What follows belongs to an exercise in optimizing a design on an open flow for small area; a production flow would make more cautious choices.
In this exercise RTL edits were held to simulation tests only and were not proved equivalent to the original.
Power is estimated from default activity; no workload was simulated.

Design ledcube_engine, start of the top module:
module ledcube_engine (
    input             clk,
    input             rst,
    input      [1:0]  cfg_rot,
    input             cfg_inv,
    input             in_valid,
    input      [63:0] in_data,
    input             close,
    output reg [14:0] lines,    
    output reg        done
);
==> flow/config.mk <==
export PLATFORM = sky130hd
export DESIGN_NAME = ledcube_engine
export DESIGN_NICKNAME = ledcube_engine
export VERILOG_FILES = /design/flow/design.v
export SDC_FILE = /design/flow/constraint.sdc
export NUM_CORES = 4
export LEC_CHECK = 0
export ABC_AREA = 1
export CAP_MARGIN = 20
export CELL_PAD_IN_SITES_DETAIL_PLACEMENT = 1
export CELL_PAD_IN_SITES_GLOBAL_PLACEMENT = 1
export CORE_MARGIN = 2
export CORE_UTILIZATION = 65
export PLACE_DENSITY = 0.75
export SLEW_MARGIN = 20
==> flow/constraint.sdc <==
create_clock -name core_clock -period 10.0 [get_ports {clk}]
set_input_delay 2.0000 -clock core_clock [delete_from_list [all_inputs] [get_ports {clk}]]
set_output_delay 2.0000 -clock core_clock [all_outputs]
set_load 0.01 [all_outputs]
standard.sh (not shown) runs the stock make flow with config.mk's settings and CLKGATE_MAP_FILE= SYNTH_SCRIPT=/design/flow/synth_recipe.tcl, a recipe that flattens the netlist after the stock synthesis.
==> flow/flow/run.sh <==
#!/bin/bash
set -e
export CTS_ARGS="-sink_clustering_enable -repair_clock_nets -dont_use_dummy_load -buf_list {sky130_fd_sc_hd__clkbuf_2 sky130_fd_sc_hd__clkbuf_4} -sink_clustering_size 10 -sink_clustering_max_diameter 40"
export BUFFER_PORTS_ARGS="-buffer_cell sky130_fd_sc_hd__buf_1"
bash standard.sh > standard.log 2>&1
==> next run, changes <==
==> flow/flow/run.sh (replaced) <==
#!/bin/bash
set -e
export CTS_ARGS="-sink_clustering_enable -repair_clock_nets -dont_use_dummy_load -buf_list sky130_fd_sc_hd__clkbuf_8 -sink_clustering_size 20 -sink_clustering_max_diameter 50"
export BUFFER_PORTS_ARGS="-buffer_cell sky130_fd_sc_hd__buf_1"
bash standard.sh > standard.log 2>&1
Effect:
- The new run passed the timing, design-rule and antenna checks
- wire length barely changes
- via count went down by 1.8%
- final area goes up by 0.45%
- maximum frequency fell by about 3%
- cell count drops by about 1.8%
- die area is unchanged
- first-iteration DRC count hardly moves
- power is higher by 1.5%
- worst setup slack loses 0.17 ns
- synthesized cell count is unchanged
- area after synthesis stays the same
==> next run, changes <==
==> flow/flow/run.sh (replaced) <==
#!/bin/bash
set -e
export CTS_ARGS="-sink_clustering_enable -repair_clock_nets -dont_use_dummy_load -buf_list sky130_fd_sc_hd__clkbuf_4 -sink_clustering_size 10 -sink_clustering_max_diameter 40"
export BUFFER_PORTS_ARGS="-buffer_cell sky130_fd_sc_hd__buf_1"
bash standard.sh > standard.log 2>&1
Settings changed: CORE_UTILIZATION 65 to 50, CTS_BUF_LIST set to sky130_fd_sc_hd__clkbuf_4, CTS_CLUSTER_DIAMETER set to 40, CTS_CLUSTER_SIZE set to 10, PLACE_DENSITY 0.75 to 0.6.
Clock skew goes down by 0.021 ns. Total power goes down by 1.4%. Routed wire length goes down by 8.8%. Cell count goes up by 9.8%. Synthesized area stays the same. Sequential cell count does not change. Setup slack improved by 0.19 ns. Die area goes up by 30%.
==> next run, changes <==
==> flow/flow/run.sh (replaced) <==
#!/bin/bash
set -e
export CTS_ARGS="-sink_clustering_enable -repair_clock_nets -dont_use_dummy_load -buf_list sky130_fd_sc_hd__clkbuf_16 -sink_clustering_size 30 -sink_clustering_max_diameter 45"
export BUFFER_PORTS_ARGS="-buffer_cell sky130_fd_sc_hd__buf_1"
bash standard.sh > standard.log 2>&1
Settings changed: CORE_UTILIZATION 50 to 65, CTS_BUF_LIST sky130_fd_sc_hd__clkbuf_4 to unset, CTS_CLUSTER_DIAMETER 40 to unset, CTS_CLUSTER_SIZE 10 to unset, PLACE_DENSITY 0.6 to 0.75.
The new run finished with timing, DRC and antenna clean.
Design area rose by a few percent.
Hold slack stays flat.
Wire length increases by well over a third.
Worst setup slack loses 0.87 ns.
Combinational power came out higher by about a fifth.
Core utilization rises by 19 points.
Global-route usage went up by 12 points.
Synthesized cell count stays the same.
Via count climbs by a few percent.
Clock-buffer cell count is lower by 47.
==> next run, changes <==
==> flow/flow/run.sh (replaced) <==
#!/bin/bash
set -e
export CTS_ARGS="-sink_clustering_enable -repair_clock_nets -dont_use_dummy_load -buf_list sky130_fd_sc_hd__clkbuf_4 -sink_clustering_size 10 -sink_clustering_max_diameter 40"
export BUFFER_PORTS_ARGS="-buffer_cell sky130_fd_sc_hd__buf_1"
bash standard.sh > standard.log 2>&1
Settings changed: CORE_UTILIZATION 65 to 72, PLACE_DENSITY 0.75 to 0.8.
Effect: The changed run ended with an error in global routing (5_1_grt); synthesized cell count is unchanged; synthesized area stays the same.

re-timing with driven ports:
The flow's constraints put no driver on any port. The routed layouts listed below were extracted and timed again, unchanged, in two steps. Step 1 assumes that a clkbuf_16 drives the clock port and a buf_2 every other input. Step 2 also shifts input and output timing later by t, the mid clock arrival at the registers, as if the neighbouring blocks saw the same clock. a / b / c = ideal / step 1 / step 2; a / b = the first two.
| run | t, ns | slack for setup (ns) | worst register clock-pin slew, ns | worst slew at a driven data input, ns | pins driven straight from the clock port |
|---|---|---|---|---|---|
| the first run | 1.031 | 4.772 / 4.704 / 3.852 | 0.11 / 0.11 | 0.10 | 1 |
| the second run | 0.775 | 4.600 / 4.631 / 3.856 | 0.12 / 0.12 | 0.11 | 1 |
| the third run | 1.056 | 4.792 / 4.726 / 4.619 | 0.11 / 0.11 | 0.09 | 1 |
| the fourth run | 0.769 | 3.926 / 3.963 / 3.193 | 0.10 / 0.10 | 0.11 | 1 |
After both steps every run listed still meets setup and hold. The setup slack of the first run, which loses most, moves by -0.068 ns with the drivers and by -0.920 ns with both steps.
